Background: an optimization exercise with open tools, aiming at small area. Do not read the settings as production practice.
For this run, only the layout was checked, not whether the RTL still works.

[flow/design.v]
module curtain_ctrl (
    input  wire        clk,
    input  wire        rst,         
    input  wire        tick,
    input  wire        btn_evt,
    input  wire        btn_id,      
    input  wire        cmd_valid,
    input  wire [15:0] cmd_word,
    input  wire        dir_sense,
    input  wire [2:0]  rd_addr,
    input  wire [19:0] baseline,    
    output wire [3:0]  drive,
    output reg         resp_valid,
    output reg  [1:0]  resp_code,
    output reg  [31:0] rd_data
);
    localparam [1:0] M_IDLE = 2'b00, M_CW = 2'b01, M_CCW = 2'b10, M_OSC = 2'b11;
    localparam [1:0] B_NONE = 2'b00, B_A = 2'b01, B_B = 2'b10;
    localparam integer W = 20;           
    localparam [W-1:0] ZERO = 0;
    localparam [W-1:0] ONE  = 1;
    localparam [1:0] R_OK = 2'b00, R_BADCMD = 2'b01, R_BADPCT = 2'b10;
    reg [1:0]  mode;
    reg        dir;       
    reg        sr_unb;
    reg [W-1:0] sr_cnt;
    reg [W-1:0] stk;
    reg [W-1:0] rec;
    reg [W-1:0] base;
    reg [1:0]  lbtn;
    reg [2:0]  pidx;
    reg [3:0]  out;
    assign drive = out;
    function [3:0] phase_pat;
        input [2:0] i;
        case (i)
            3'd0: phase_pat = 4'b0001;
            3'd1: phase_pat = 4'b0011;
            3'd2: phase_pat = 4'b0010;
            3'd3: phase_pat = 4'b0110;
            3'd4: phase_pat = 4'b0100;
            3'd5: phase_pat = 4'b1100;
            3'd6: phase_pat = 4'b1000;
            default: phase_pat = 4'b1001;
        endcase
    endfunction
    reg [1:0]  n_mode;
    reg        n_dir;
    reg        n_sr_unb;
    reg [W-1:0] n_sr_cnt;
    reg [W-1:0] n_stk;
    reg [W-1:0] n_rec;
    reg [W-1:0] n_base;
    reg [1:0]  n_lbtn;
    reg [2:0]  n_pidx;
    reg [3:0]  n_out;
    reg        n_resp_valid;
    reg [1:0]  n_resp_code;
    reg [1:0]  btn;
    reg        illegal;
    reg        is_move;
    reg [6:0]  pct;
    reg        use_rec;
    reg [W-1:0] scale_src;
    reg [W+6:0] product;
    reg [W+6:0] quotient;
    reg [W-1:0] nsteps;
    always @(*) begin
        n_mode       = mode;
        n_dir        = dir;
        n_sr_unb     = sr_unb;
        n_sr_cnt     = sr_cnt;
        n_stk        = stk;
        n_rec        = rec;
        n_base       = base;
        n_lbtn       = lbtn;
        n_pidx       = pidx;
        n_out        = out;
        n_resp_valid = 1'b0;
        n_resp_code  = resp_code;
        illegal   = 1'b0;
        is_move   = 1'b0;
        pct       = 7'd100;
        use_rec   = 1'b0;
        scale_src = ZERO;
        product   = 0;
        quotient  = 0;
        nsteps    = ZERO;
        btn       = btn_id ? B_B : B_A;
        if (btn_evt) begin
            if (n_mode == M_IDLE) begin
                n_dir    = ~n_dir;
                n_mode   = n_dir ? M_CCW : M_CW;
                n_stk    = ZERO;
                n_sr_unb = 1'b1;
                n_sr_cnt = ZERO;
                n_lbtn   = btn;
                n_rec    = ZERO;
            end else if (btn != n_lbtn) begin
                n_mode   = M_IDLE;
                n_sr_unb = 1'b0;
                n_sr_cnt = ZERO;
                n_out    = 4'b0000;
                n_rec    = n_stk;
                n_lbtn   = B_NONE;
            end
        end
        if (tick) begin
            case (n_mode)
                M_IDLE: n_out = 4'b0000;
                M_CW, M_CCW: begin
                    if (!n_sr_unb && n_sr_cnt == ZERO) begin
                        n_mode = M_IDLE;
                        n_out  = 4'b0000;
                    end else begin
                        n_pidx = n_dir ? n_pidx - 3'd1 : n_pidx + 3'd1;
                        n_stk  = n_stk + ONE;
                        if (!n_sr_unb)
                            n_sr_cnt = n_sr_cnt - ONE;
                        if (!n_sr_unb && n_sr_cnt == ZERO) begin
                            n_mode = M_IDLE;
                            n_out  = 4'b0000;
                        end else begin
                            n_out = phase_pat(n_pidx);
                        end
                    end
                end
                default: begin  
                    if (dir_sense)
                        n_dir = ~n_dir;
                    n_pidx = n_dir ? n_pidx - 3'd1 : n_pidx + 3'd1;
                    n_stk  = n_stk + ONE;
                    n_base = n_base + ONE;
                    n_out  = phase_pat(n_pidx);
                end
            endcase
        end
        if (cmd_valid) begin
            n_resp_valid = 1'b1;
            illegal = (cmd_word[15:14] != 2'b00) || cmd_word[12] || (cmd_word[3:2] != 2'b00);
            is_move = (cmd_word[1:0] == 2'b01) || (cmd_word[1:0] == 2'b10);
            pct     = cmd_word[4] ? cmd_word[11:5] : 7'd100;
            if (illegal) begin
                n_resp_code = R_BADCMD;
            end else if (is_move && (cmd_word[13] || pct > 7'd100)) begin
                n_resp_code = R_BADPCT;
            end else begin
                n_resp_code = R_OK;
                use_rec   = (n_mode == M_IDLE) && (n_rec != ZERO);
                scale_src = use_rec ? n_rec : n_base;
                product   = scale_src * pct;
                quotient  = product / 100;
                nsteps    = (quotient == 0) ? ONE : quotient[W-1:0];
                case (cmd_word[1:0])
                    2'b00: begin  
                        n_mode   = M_IDLE;
                        n_sr_unb = 1'b0;
                        n_sr_cnt = ZERO;
                        n_out    = 4'b0000;
                    end
                    2'b01, 2'b10: begin  
                        if (use_rec)
                            n_rec = ZERO;
                        n_mode   = cmd_word[1] ? M_CCW : M_CW;
                        n_dir    = cmd_word[1];
                        n_sr_unb = 1'b0;
                        n_sr_cnt = nsteps;
                        n_stk    = ZERO;
                    end
                    default: begin  
                        if (use_rec)
                            n_rec = ZERO;
                        n_mode   = M_OSC;
                        n_dir    = 1'b0;
                        n_sr_unb = 1'b1;
                        n_sr_cnt = ZERO;
                        n_stk    = ZERO;
                        n_base   = ZERO;
                    end
                endcase
            end
        end
    end
    always @(posedge clk) begin
        if (rst) begin
            mode       <= M_IDLE;
            dir        <= 1'b0;
            sr_unb     <= 1'b0;
            sr_cnt     <= ZERO;
            stk        <= ZERO;
            rec        <= ZERO;
            base       <= baseline;
            lbtn       <= B_NONE;
            pidx       <= 3'd0;
            out        <= 4'b0000;
            resp_valid <= 1'b0;
            resp_code  <= R_OK;
        end else begin
            mode       <= n_mode;
            dir        <= n_dir;
            sr_unb     <= n_sr_unb;
            sr_cnt     <= n_sr_cnt;
            stk        <= n_stk;
            rec        <= n_rec;
            base       <= n_base;
            lbtn       <= n_lbtn;
            pidx       <= n_pidx;
            out        <= n_out;
            resp_valid <= n_resp_valid;
            resp_code  <= n_resp_code;
        end
    end
    always @(*) begin
        case (rd_addr)
            3'd0:    rd_data = {19'd0, sr_unb, out, pidx, lbtn, dir, mode};
            3'd1:    rd_data = {{(32-W){1'b0}}, sr_cnt};
            3'd2:    rd_data = {{(32-W){1'b0}}, stk};
            3'd3:    rd_data = {{(32-W){1'b0}}, rec};
            3'd4:    rd_data = {{(32-W){1'b0}}, base};
            default: rd_data = 32'd0;
        endcase
    end
endmodule
[flow/run.sh]
#!/bin/bash
# synth_recipe.tcl (not shown) runs the flow's synth.tcl, then flattens the netlist and writes it again
# the make line also repeats each setting of config.mk as NAME=value (left out here)
make -C /OpenROAD-flow-scripts/flow DESIGN_CONFIG=/design/flow/config.mk WORK_HOME=/design/flow/orfs CLKGATE_MAP_FILE= SYNTH_SCRIPT=/design/flow/synth_recipe.tcl finish
[flow/config.mk]
export PLATFORM = sky130hd
export DESIGN_NAME = curtain_ctrl
export DESIGN_NICKNAME = curtain_ctrl
export VERILOG_FILES = /design/flow/design.v
export SDC_FILE = /design/flow/constraint.sdc
export NUM_CORES = 4
export LEC_CHECK = 0
export CAP_MARGIN = 20
export CORE_MARGIN = 2
export CORE_UTILIZATION = 40
export PLACE_DENSITY = 0.6
export SLEW_MARGIN = 20
[flow/constraint.sdc]
create_clock -name core_clock -period 40.0 [get_ports {clk}]
set_input_delay 8.0000 -clock core_clock [delete_from_list [all_inputs] [get_ports {clk}]]
set_output_delay 8.0000 -clock core_clock [all_outputs]
set_load 0.01 [all_outputs]
==> run_results.csv <==
group,metric,value,unit
outcome,status,"no timing/DRC/antenna violations",
timing,slew_viol_final,0,
routing,drcViolationCount,0,
timing,min_period,31810,ps
critical_path,crit_required,40290,ps
critical_path,crit_buf_inv,7,
clock_tree,cts_sinks,96,
placed_design,gp_congestion,0.941,
global_route,grt_pass1_wl,83800,um
logic_synthesis,synthCells,2186,
logic_synthesis,async_flop_share,0,
critical_path,cp-end-kind,"flip-flop",
critical_path,cp.arrival,32100,ps
global_route,overflow,0,
layout,nets,2350,
clock_tree,htree_levels,3,
floorplanning,pin_count,85,
logic_synthesis,synth_warnings,1,
timing,relSlewSlack,0.310,
critical_path,slowest_delay,770,ps
global_route,grt_pass1_vias,15700,
routing,routed_wl,52200,um
placed_design,hpwlAfterDp,40800,um
logic_synthesis,ys_seq_area_frac,0.119,
routing,firstDrtPassIters,5,
clock_tree,cts_root_buf,"clkbuf_16",
routing,detail-route-antenna-nets,0,
global_route,antenna_found_initial,2,
floorplanning,rows,73,
logic_synthesis,synth-main-ff-cell,"dfxtp_1",
layout,regArea,1920,um2
critical_path,path_common_cell,"nand2_1",
timing,tightest_slew,1030,ps
floorplanning,design.core.area,39800,um2
logic_synthesis,syn_area,16200,um2
logic_synthesis,synth_cell_type_count,121,
critical_path,crit_family,"compound AO/OA/AOI/OAI gates",
timing,fin_skew,13.1,ps
placed_design,port_buffers,72,
timing,layout_setup_ws,8190,ps
layout,drive_gt1_frac,0.0674,
timing,fmax,31.4,MHz
critical_path,path_max_fanout,37,
critical_path,regToRegSetupSlack,16010,ps
clock_tree,numCtsBuffers,9,
routing,drt_iter0_markers,1437,
flow_run,cap_violations,0,
floorplanning,die-width,205,um
logic_synthesis,ys_ff_latch,96,
routing,via_count,16700,
clock_tree,ctsHoldBuffers,0,
floorplanning,die_area,42100,um2
timing,hold_ws,494,ps
clock_tree,insertion_delay,360,ps
routing,wl_per_cell,19.4,um
floorplanning,start_util,0.407,
logic_synthesis,synth_edf_count,0,
placed_design,place_ws,8050,ps
logic_synthesis,synth.avg_cell_area,7.41,um2
timing,final_hold_viol_count,0,
layout,nFillCells,4126,
floorplanning,die_y,205,um
clock_tree,path_clk_slew,70,ps
layout,area_growth,7.40,%
global_route,grt.total_usage,0.243,
timing,setup_tns,0,ps
clock_tree,cts-resized-gates,0,
clock_tree,post_cts_buffers,0,
routing,via_per_inst,6.19,
min_path,hold_class,"flip-flop to flip-flop",
clock_tree,cts_buffer_depth,2,
clock_tree,cts_tree,"done",
layout,multiInputGateArea,13300,um2
critical_path,cpMaxStageDelayCell,"o221ai_1",
critical_path,crit_type,"input pin to flip-flop",
critical_path,start_kind,"input pin",
global_route,grt_max_degree,61,
timing,setup_viol,0,
timing,post-route-period-util,0.795,
timing,rsz0062_at_grt,"no",
[worst register-to-register path, delay by kind of cell, from the launching register on]
| family | cells | cell delay (ps) |
|---|---|---|
| xor+xnor | 1 | 680 |
| fa+ha+maj | 6 | 2850 |
| buf+inv | 6 | 1270 |
| flops | 1 | 380 |
| mux | 5 | 1680 |
| compound gates | 34 | 9660 |
| simple gates | 27 | 7410 |
[sequential cells by signal (all words and copies together) (netlist names)]
signal	count
base	20
rec	20
sr_cnt	20
stk	20
out	4
pidx	3
lbtn	2
mode	2
resp_code	2
dir	1
resp_valid	1
sr_unb	1
[path summary, 6_finish.rpt]
| kind | start | endpoint | cells past startpoint |
|---|---|---|---|
| worst max-delay path | btn_id | sr_cnt[0] | 80 |
| worst min-delay path | resp_code[0] | resp_code[0] | 2 |
| worst max register to register | lbtn[1] | sr_cnt[0] | 79 |
| worst min register to register | resp_code[0] | resp_code[0] | 2 |
[Yosys cell counts (all sizes together), types with 17 or more instances]
library cell | number | area [um2]
or3 | 22 | 143
fa | 89 | 1780
mux2i | 63 | 631
nand2 | 239 | 900
o22ai | 28 | 188
and3 | 23 | 144
o22a | 19 | 166
a21o | 30 | 225
nand3 | 88 | 445
inv | 102 | 383
clkbuf | 83 | 312
ha | 54 | 676
xnor2 | 58 | 531
or2 | 30 | 190
nand4 | 23 | 144
o21ai | 142 | 741
xor2 | 43 | 377
o21a | 17 | 129
a211oi | 27 | 213
mux2 | 28 | 315
o211ai | 33 | 258
a22oi | 22 | 170
dfxtp | 96 | 1920
a21oi | 138 | 721
and2 | 40 | 250
a31oi | 26 | 169
nor3 | 59 | 317
buf | 53 | 323
nor2 | 234 | 888
[area by class of cell]
cell class	count	area share
Tap cell	525	0.0377
Multi-Input combinational cell	1863	0.765
Antenna cell	1	0.000144
Clock buffer	10	0.0137
Timing Repair Buffer	89	0.0482
Inverter	102	0.0220
Sequential cell	96	0.110
Clock inverter	5	0.00237
[metal layers]
metal / global-route usage / share of wire
met2: 0.415 / 0.47
met3: 0.0234 / 0.060
met4: 0.0696 / 0.022
met1: 0.326 / 0.45
met5: 0 / 0.00025
[layout by cell type (no fill, tap or decap), types with 14 or more instances in the layout]
cell             count
xnor2_1             55
a21oi_1            130
xor2_1              42
o21a_1              16
a211oi_1            25
nor2_1             232
clkdlybuf4s50_1     70
buf_4               17
nand2_1            238
fa_1                89
o211ai_1            31
nor4_1              15
dfxtp_1             96
or3_1               21
a31oi_1             25
nand2b_1            15
nand3_1             87
o21ai_0            112
and3_1              23
a22oi_1             21
mux2i_1             63
or2_2               22
nor3_1              56
mux2_2              27
a21o_1              30
and2_1              38
o22a_1              19
nand4_1             23
o22ai_1             26
a211o_1             14
ha_1                54
inv_1              102
o21ai_1             26
[metrics by stage]
step | instances | utilization | cell area (um2)
finish | 2691 | 0.437 | 17400
global placement | 2675 | 0.430 | 17100
global route | 2690 | 0.437 | 17400
CTS | 2690 | 0.437 | 17400
detailed placement | 2675 | 0.430 | 17100
floorplan | 2197 | - | 16200
[cell families (layout without fill, tap and decap cells)]
group	Yosys count	count (layout)	share of synthesized area
other	1	13	0.000231
AND/OR/NAND/NOR	830	830	0.245
flip-flops	96	96	0.119
XOR/XNOR	101	101	0.0560
adder cells (fa/ha/maj)	150	150	0.156
AO/OA/AOI/OAI	679	679	0.303
buffers and inverters	238	206	0.0628
multiplexers	91	91	0.0584

static timing again, ports no longer ideal:
Ports are ideal in the flow. The routed layout listed here was re-timed in OpenROAD. Step 1, drivers: a clkbuf_16 drives clk and a buf_2 each remaining input, both assumed. Step 2 adds t to the input delays and takes it off the output delays; t is the mean of the earliest and latest rising clock arrival at the registers after step 1. Input paths then give back, and output paths get back, about the clock's delay inside the block. a / b / c = ideal / step 1 / step 2; a / b = the first two.
shift t [ns]: 0.402
setup slack, ns: 8.195 / 8.209 / 7.807
clock arrival spread, ns: 0.013 / 0.014
slew at the worst register clock pin (ns): 0.08 / 0.08
After both steps this run still meets setup and hold. The setup slack of this run moves by +0.014 ns with the drivers and by -0.388 ns with both steps.
